Background: an optimization exercise with open tools, aiming at small area. Do not read the settings as production practice.
Function was checked by simulation only, so behaviour that the tests miss may differ from the original.
No activity file was given, so power comes from the tool's default toggle rates.

## design/flow/run.sh

```bash
#!/bin/bash
# synth_recipe.tcl (not shown) runs the flow's synth.tcl, then flattens the netlist and writes it again
# the make line also repeats each setting of config.mk as NAME=value (left out here)
make -C /OpenROAD-flow-scripts/flow DESIGN_CONFIG=/design/flow/config.mk WORK_HOME=/design/flow/orfs CLKGATE_MAP_FILE= SYNTH_SCRIPT=/design/flow/synth_recipe.tcl finish
```

## design/flow/config.mk

```make
export PLATFORM = sky130hd
export DESIGN_NAME = ce_dalu
export DESIGN_NICKNAME = ce_dalu
export VERILOG_FILES = /design/flow/design.v
export SDC_FILE = /design/flow/constraint.sdc
export NUM_CORES = 4
export LEC_CHECK = 0
export CAP_MARGIN = 20
export CORE_AREA = 10 10 310 310
export DIE_AREA = 0 0 320 320
export SLEW_MARGIN = 20
```

## design/flow/constraint.sdc

```tcl
create_clock -name core_clock -period 15.0 [get_ports {clk}]
set_input_delay 3.0000 -clock core_clock [delete_from_list [all_inputs] [get_ports {clk}]]
set_output_delay 3.0000 -clock core_clock [all_outputs]
set_load 0.01 [all_outputs]
```

## design/flow/design.v

```verilog
module ce_dalu (
    input  wire        clk,
    input  wire        rst,
    input  wire [31:0] word,
    input  wire        word_valid,
    output reg  [2:0]  dec_class,
    output reg  [2:0]  dec_opcode,
    output reg         dec_setflags,
    output reg         dec_usesreg,
    output reg  [31:0] dec_imm,
    output reg  [3:0]  dec_rega,
    output reg  [3:0]  dec_regb,
    output reg  [3:0]  dec_regd,
    output wire [3:0]  dec_cond,
    output wire        dec_illegal,
    output wire        cond_pass,
    output wire [3:0]  rf_raddr_a,
    input  wire [31:0] rf_rdata_a,
    output wire [3:0]  rf_raddr_b,
    input  wire [31:0] rf_rdata_b,
    output wire [3:0]  rf_raddr_sp,
    input  wire [31:0] rf_rdata_sp,
    output wire        rf_we0,
    output wire [3:0]  rf_waddr0,
    output reg  [31:0] rf_wdata0,
    output wire        rf_we1,
    output wire [3:0]  rf_waddr1,
    output wire [31:0] rf_wdata1,
    input  wire [3:0]  flags_in,      
    output wire        flags_we,
    output wire [3:0]  flags_out,     
    output wire [31:0] mem_addr,
    output wire        mem_re,
    input  wire [31:0] mem_rdata,
    output wire        mem_we,
    output wire [31:0] mem_wdata,
    input  wire        mem_fault,
    output wire        in_req,
    input  wire        in_valid,
    input  wire [7:0]  in_byte,
    output wire        out_valid,
    output wire [7:0]  out_byte,
    output wire        halt,
    output wire        fault_valid,
    output wire [1:0]  fault_cause,
    output wire [31:0] fault_info
);
    localparam [2:0] CLS_ARITH = 3'd0, CLS_LDHI = 3'd1, CLS_READ = 3'd2, CLS_WRITE = 3'd3,
                     CLS_PUSH  = 3'd4, CLS_POP  = 3'd5, CLS_HALT = 3'd6;
    localparam [2:0] OP_OR = 3'd0, OP_XOR = 3'd1, OP_AND = 3'd2, OP_ANDN = 3'd3,
                     OP_ROL = 3'd5, OP_ADD = 3'd6, OP_SUB = 3'd7;
    localparam [31:0] IO_ADDR = 32'hFFFF_FE00;
    localparam [3:0]  SP = 4'd14;
    localparam [1:0] CAUSE_ILLEGAL = 2'd1, CAUSE_MEMFAULT = 2'd2;
    wire [3:0]  sel   = word[25:22];
    wire [31:0] imm10 = {{22{word[25]}}, word[25:16]};
    always @(*) begin
        dec_class    = CLS_HALT;
        dec_opcode   = 3'd0;
        dec_setflags = 1'b0;
        dec_usesreg  = 1'b0;
        dec_imm      = 32'd0;
        dec_rega     = 4'd0;
        dec_regb     = 4'd0;
        dec_regd     = 4'd0;
        if (!word[31]) begin
            dec_class    = CLS_ARITH;
            dec_opcode   = word[30:28];
            dec_setflags = word[27];
            dec_usesreg  = word[26];
            dec_imm      = imm10;
            dec_rega     = word[15:12];
            dec_regb     = word[11:8];
            dec_regd     = word[7:4];
        end else if (!word[30]) begin
            dec_class = CLS_LDHI;
            dec_imm   = {10'd0, word[29:8]};
            dec_regd  = word[7:4];
        end else if (sel == 4'b0000) begin
            dec_class = CLS_READ;
            dec_imm   = imm10;
            dec_rega  = word[11:8];
            dec_regd  = word[7:4];
        end else if (sel == 4'b1000) begin
            if (word[7:4] == SP) begin
                dec_class = CLS_PUSH;
                dec_rega  = word[15:12];
            end else begin
                dec_class = CLS_WRITE;
                dec_imm   = imm10;
                dec_rega  = word[11:8];
                dec_regb  = word[15:12];
            end
        end else if (sel == 4'b0001) begin
            dec_class = CLS_PUSH;
            dec_rega  = word[15:12];
        end else if (sel == 4'b0100) begin
            dec_class = CLS_POP;
            dec_regd  = word[7:4];
        end
    end
    assign dec_cond    = word[3:0];
    assign dec_illegal = (dec_class == CLS_ARITH) && (dec_opcode == 3'd4);
    wire is_arith = (dec_class == CLS_ARITH);
    wire is_ldhi  = (dec_class == CLS_LDHI);
    wire is_read  = (dec_class == CLS_READ);
    wire is_write = (dec_class == CLS_WRITE);
    wire is_push  = (dec_class == CLS_PUSH);
    wire is_pop   = (dec_class == CLS_POP);
    wire is_halt  = (dec_class == CLS_HALT);
    wire fn = flags_in[3];
    wire fz = flags_in[2];
    wire fc = flags_in[1];
    wire fo = flags_in[0];
    reg cond_true;
    always @(*) begin
        case (word[3:0])
            4'd0:  cond_true = fz;
            4'd1:  cond_true = !fz;
            4'd2:  cond_true = fc;
            4'd3:  cond_true = !fc;
            4'd4:  cond_true = fn;
            4'd5:  cond_true = !fn;
            4'd6:  cond_true = fo;
            4'd7:  cond_true = !fo;
            4'd8:  cond_true = fc && !fz;
            4'd9:  cond_true = !fc || fz;
            4'd10: cond_true = (fn == fo);
            4'd11: cond_true = (fn != fo);
            4'd12: cond_true = !fz && (fn == fo);
            4'd13: cond_true = fz || (fn != fo);
            4'd14: cond_true = 1'b0;
            default: cond_true = 1'b1;
        endcase
    end
    assign cond_pass = cond_true;
    assign rf_raddr_a  = dec_rega;
    assign rf_raddr_b  = is_write ? dec_regb : word[11:8];
    assign rf_raddr_sp = SP;
    wire [31:0] op_a = dec_usesreg ? rf_rdata_a : dec_imm;
    wire [31:0] op_b = rf_rdata_b;
    wire [32:0] add_sum = {1'b0, op_a} + {1'b0, op_b};
    wire [32:0] sub_sum = {1'b0, op_a} + {1'b0, ~op_b} + 33'd1;
    wire [63:0] rol_dbl = {op_b, op_b} << op_a[4:0];
    wire [31:0] rol_res = rol_dbl[63:32];
    reg [31:0] alu_res;
    reg        alu_c;
    reg        alu_o;
    always @(*) begin
        alu_res = 32'd0;
        alu_c   = 1'b0;
        alu_o   = 1'b0;
        case (dec_opcode)
            OP_OR:   alu_res = op_a | op_b;
            OP_XOR:  alu_res = op_a ^ op_b;
            OP_AND:  alu_res = op_a & op_b;
            OP_ANDN: alu_res = op_a & ~op_b;
            OP_ROL: begin
                alu_res = rol_res;
                alu_c   = rol_res[0];
                alu_o   = op_b[31] ^ rol_res[31];
            end
            OP_ADD: begin
                alu_res = add_sum[31:0];
                alu_c   = add_sum[32];
                alu_o   = (op_a[31] == op_b[31]) && (add_sum[31] != op_a[31]);
            end
            OP_SUB: begin
                alu_res = sub_sum[31:0];
                alu_c   = sub_sum[32];
                alu_o   = (op_a[31] != op_b[31]) && (sub_sum[31] != op_a[31]);
            end
            default: ;
        endcase
    end
    assign flags_out = {alu_res[31], (alu_res == 32'd0), alu_c, alu_o};
    wire [31:0] ea       = rf_rdata_a + dec_imm;     
    wire        ea_port  = (ea == IO_ADDR);
    wire [31:0] sp_dec   = rf_rdata_sp - 32'd4;      
    wire [31:0] sp_inc   = rf_rdata_sp + 32'd4;      
    assign mem_addr = is_push ? sp_dec : (is_pop ? rf_rdata_sp : ea);
    wire misaligned = (mem_addr[1:0] != 2'b00);
    wire io_op      = (is_read || is_write) && ea_port;
    wire stack_port = (is_push || is_pop) && (mem_addr == IO_ADDR);
    wire mem_op     = (is_read || is_write || is_push || is_pop) && !io_op;
    reg        halted_q;
    reg [1:0]  cause_q;
    reg [31:0] info_q;
    wire active = word_valid && !rst && !halted_q && (cause_q == 2'd0);
    wire exec   = active && !dec_illegal && cond_true;
    wire access     = exec && mem_op && !misaligned && !stack_port;
    wire mem_failed = exec && mem_op && (misaligned || stack_port || mem_fault);
    wire mem_ok     = exec && mem_op && !mem_failed;
    assign mem_re    = access && (is_read || is_pop);
    assign mem_we    = access && (is_write || is_push);
    assign mem_wdata = is_push ? rf_rdata_a : rf_rdata_b;
    assign in_req    = exec && is_read && ea_port;
    assign out_valid = exec && is_write && ea_port;
    assign out_byte  = rf_rdata_b[7:0];
    assign rf_we0 = (exec && (is_arith || is_ldhi)) ||
                    (in_req && in_valid) ||
                    (mem_ok && (is_read || is_pop));
    assign rf_waddr0 = dec_regd;
    always @(*) begin
        if (is_arith)
            rf_wdata0 = alu_res;
        else if (is_ldhi)
            rf_wdata0 = {word[29:8], 10'd0};
        else if (io_op)
            rf_wdata0 = {24'd0, in_byte};
        else
            rf_wdata0 = mem_rdata;
    end
    assign rf_we1    = mem_ok && (is_push || is_pop);
    assign rf_waddr1 = SP;
    assign rf_wdata1 = is_push ? sp_dec :
                       (dec_regd == SP) ? (mem_rdata + 32'd4) : sp_inc;
    assign flags_we = exec && is_arith && dec_setflags;
    always @(posedge clk) begin
        if (rst) begin
            halted_q <= 1'b0;
            cause_q  <= 2'd0;
        end else if (active) begin
            if (dec_illegal) begin
                cause_q <= CAUSE_ILLEGAL;
                info_q  <= word;
            end else if (mem_failed) begin
                cause_q <= CAUSE_MEMFAULT;
                info_q  <= mem_addr;
            end else if (exec && is_halt) begin
                halted_q <= 1'b1;
            end
        end
    end
    assign halt        = halted_q;
    assign fault_valid = (cause_q != 2'd0);
    assign fault_cause = cause_q;
    assign fault_info  = info_q;
endmodule
```

==> impl_metrics.json <==
{
  "syn_to_final_growth_pct": 33.4,
  "hp-class": "register to register",
  "finalSetupViolCount": 0,
  "clkSlewWorstSetupHoldPaths_ns": 0.06,
  "dpl-instance-area_sq_um": 21500,
  "slew_headroom": 0.205,
  "ir_drop_mv": 0.0445,
  "post-route-min-period_ns": 14.21,
  "hold_slack_ns": 0.524,
  "critPathArrivalTime_ns": 11.21,
  "path_class": "input port to output port",
  "io_pins": 438,
  "crit_required_ns": 12.00,
  "path_buf_inv": 3,
  "hpwl_um": 100000,
  "vias": 21899,
  "cts.sinks": 35,
  "syn_area_sq_um": 16300,
  "synthesis.instances": 2457,
  "fin_area_sq_um": 21800,
  "p_per_area_nw_per_um2": 59.1,
  "insertion_delay_ns": 0.28,
  "route.detailed.drc": 0,
  "cap_violations": 0,
  "die_w_um": 320,
  "drv_slew": 0,
  "via_per_inst": 5.59,
  "ys_warn_count": 1,
  "cpPeakStageDelay_ns": 0.86,
  "worst_pin_slew_ns": 1.19,
  "holdBufCountCts": 0,
  "syn_area_per_cell_sq_um": 6.64,
  "die-area_sq_um": 102000,
  "critPathSlowestCell": "a221oi_1",
  "path_cells": "clkdlybuf4s50_1, and4b_1, o21ai_0, a21oi_1, nor2_1, ha_1, a21oi_1, o21ai_1, a221o_1, a21o_1, a2111oi_0, nand4_1, nor4_1, nand4b_1, o21bai_2, buf_4, and2_1, a221oi_1, a21oi_1, clkdlybuf4s50_1",
  "gp_congestion": 1.01,
  "placementRows": 109,
  "grt_max_degree": 77,
  "drtPass1Iterations": 6,
  "cts_resized": 0,
  "finalHoldViolations": 0,
  "async_flop_share": 0,
  "placeableCoreArea_sq_um": 88800,
  "status": "no timing/DRC/antenna violations",
  "rsz0062_at_grt": "false",
  "synth.yosys.seq_area_share": 0.0626,
  "place_ws_ns": 0.846,
  "wirelength_um": 120000,
  "antenna_found_initial": 17,
  "track_usage": 0.219,
  "start_kind": "input port",
  "place_inst": 3893,
  "fmax_mhz": 70.4,
  "ant_nets": 0,
  "tns_ns": 0,
  "path_delay_family": "compound AO/OA/AOI/OAI gates",
  "cts_tree": "done",
  "p_leak_nw": 8.37,
  "fin_cells": 3917,
  "port_buffers": 429,
  "rrSetupSlack_ns": 12.40,
  "post-cts-setup-buffers": 0,
  "first_global_vias": 20400,
  "final_nets": 3047,
  "cpMostUsedCell": "a21oi_1",
  "clockRootBuffer": "clkbuf_16",
  "grt_pass1_wl_um": 164000,
  "drive_above_1_share": 0.0548,
  "cp-end-kind": "output port",
  "finish.utilization": 0.245,
  "total_power_mw": 1.28,
  "ys_types": 100,
  "h-tree-depth": 2,
  "crit_fanout": 17,
  "drt-initial-drc-count": 3122,
  "worst_slack_ns": 0.793,
  "die_height_um": 320,
  "synth_edf_count": 32,
  "wl_per_cell_um": 30.6,
  "initial_utilization": 0.184,
  "finClkSkew_ns": 0.00461,
  "numCtsBuffers": 5,
  "clockBufferDepth": 2,
  "grt_overflow": 0,
  "ys_seq_elements": 35,
  "post-route-period-util": 0.947,
  "synth-main-ff-cell": "edfxtp_1"
}
==> Yosys cell counts (8+ instances only) <==
| library cell | instances | share of area |
|---|---|---|
| a211o_1 | 8 | 0.0043 |
| a211oi_1 | 25 | 0.012 |
| a21o_1 | 40 | 0.018 |
| a21oi_1 | 192 | 0.059 |
| a221oi_1 | 31 | 0.017 |
| a22o_1 | 15 | 0.0081 |
| a22oi_1 | 41 | 0.019 |
| a31oi_1 | 45 | 0.017 |
| and2_1 | 18 | 0.0069 |
| and3_1 | 15 | 0.0058 |
| buf_1 | 19 | 0.0044 |
| buf_2 | 18 | 0.0055 |
| buf_4 | 42 | 0.019 |
| clkbuf_1 | 131 | 0.030 |
| edfxtp_1 | 32 | 0.059 |
| ha_1 | 129 | 0.099 |
| inv_1 | 133 | 0.031 |
| mux2_2 | 36 | 0.025 |
| mux2i_1 | 100 | 0.061 |
| nand2_1 | 251 | 0.058 |
| nand2b_1 | 21 | 0.0081 |
| nand3_1 | 53 | 0.016 |
| nand4_1 | 27 | 0.010 |
| nor2_1 | 225 | 0.052 |
| nor2b_1 | 31 | 0.012 |
| nor3_1 | 54 | 0.017 |
| nor4_1 | 21 | 0.0081 |
| o211ai_1 | 36 | 0.017 |
| o21a_1 | 14 | 0.0064 |
| o21ai_0 | 181 | 0.056 |
| o21ai_1 | 8 | 0.0025 |
| o21bai_1 | 12 | 0.0055 |
| o221ai_1 | 12 | 0.0064 |
| o22ai_1 | 70 | 0.027 |
| o31ai_1 | 18 | 0.0083 |
| or2_2 | 8 | 0.0031 |
| or3_1 | 30 | 0.012 |
| xnor2_1 | 84 | 0.045 |
| xor2_1 | 70 | 0.038 |
==> placed cells by master (no fill, tap or decap), types with 11 or more instances in the layout <==
cell type          n
mux2i_1          100
edfxtp_1          32
ha_1             129
a221oi_1          31
nand2b_1          21
o22ai_1           70
diode_2           13
and3_1            15
xor2_1            70
nand4_1           27
nand2_1          250
a21o_1            40
nand3_1           53
o21a_1            14
nor4_1            20
a211oi_1          25
clkdlybuf4s50_1  427
nor3_1            53
xnor2_1           84
o211ai_1          36
a31oi_1           45
o31ai_1           18
a22o_1            15
a21oi_1          190
o221ai_1          12
buf_4             51
o21ai_0          181
mux2_2            36
a22oi_1           41
inv_1            133
o21bai_1          11
nor2b_1           31
nor2_1           222
or3_1             30
and2_1            18
==> kinds of logic (layout without fill, tap and decap cells) <==
family,Yosys count,in the layout,synth area share
and+or+nand+nor,808,808,0.238
adders and majority gates,133,133,0.103
DFF,35,35,0.0626
other,2,21,0.000460
buffers and inverters,353,629,0.0944
AOI/OAI and AO/OA,832,832,0.329
muxes,140,140,0.0895
xor gates and xnor gates,154,154,0.0827
==> final timing paths <==
check	from	end	cells after the start
worst max-delay path	word[7]	rf_wdata0[28]	20
worst min register to register	cause_q[1]$_SDFFE_PP0P_	cause_q[1]$_SDFFE_PP0P_	2
worst min-delay path	cause_q[1]$_SDFFE_PP0P_	cause_q[1]$_SDFFE_PP0P_	2
worst max register to register	cause_q[1]$_SDFFE_PP0P_	info_q[24]$_DFFE_PP_	10
==> registers in the layout, indices dropped and copies added, names as in the netlist <==
| name | flops |
|---|---|
| info_q | 32 |
| cause_q | 2 |
| halted_q | 1 |
==> routing by layer <==
| layer | vias up | wire [um] | track usage |
|---|---|---|---|
| met3 | 183 | 15400 | 0.0712 |
| met1 | 10644 | 49300 | 0.288 |
| met2 | 1510 | 51400 | 0.338 |
| met4 | 4 | 3760 | 0.0621 |
| met5 | - | 121 | 0 |
| li1 | 9558 | - | - |
==> power by group <==
group	leakage (nW)	switching (mW)	internal (mW)
combinational	7.97	0.665	0.385
sequential	0.313	0.000376	0.113
clock	0.0839	0.0430	0.0784
total	8.37	0.709	0.576
==> worst register-to-register path, cell delays in order (launching register included) <==
cell and delay, ns:
dfxtp_1 0.33, inv_1 0.08, nand2_1 0.10, nor3_1 0.14, nand2_1 0.15, nor2_1 0.23
nand2_1 0.20, nor2_1 0.26, o21ai_2 0.13, a21oi_4 0.42, buf_16 0.24
==> final cells by class <==
class                   count  area [sq um]
fillers                  9900         67000
multi-input cells        2075         13900
repair buffers            483          4710
well taps                1165          1460
flip-flops and latches     35          1020
inverters                 138           518
clock buffers               5           125
clock inverters             3          43.8
diodes                     13          32.5

separate check: timing with driven ports:
Ports are ideal in the flow. The routed layout listed here was re-timed in OpenROAD.
Step 1 assumes that a clkbuf_16 drives the clock port and a buf_2 every other input.
Step 2 times the ports against the registers' clock, not the clock port: input delays grow and output delays shrink by t, the midpoint of the rising clock arrivals with the driver on.
Three values: ideal, step 1, step 2; two values: the first two.
t, ns: 0.324
setup WS [ns]: 0.793 / 0.756 / 0.756
worst setup path after step 2: input to output
clock arrival spread, ns: 0.007 / 0.006
pins driven straight from the clock port: 1
After both steps this run still meets setup and hold. The setup slack of this run moves by -0.037 ns with the drivers and by -0.037 ns with both steps.
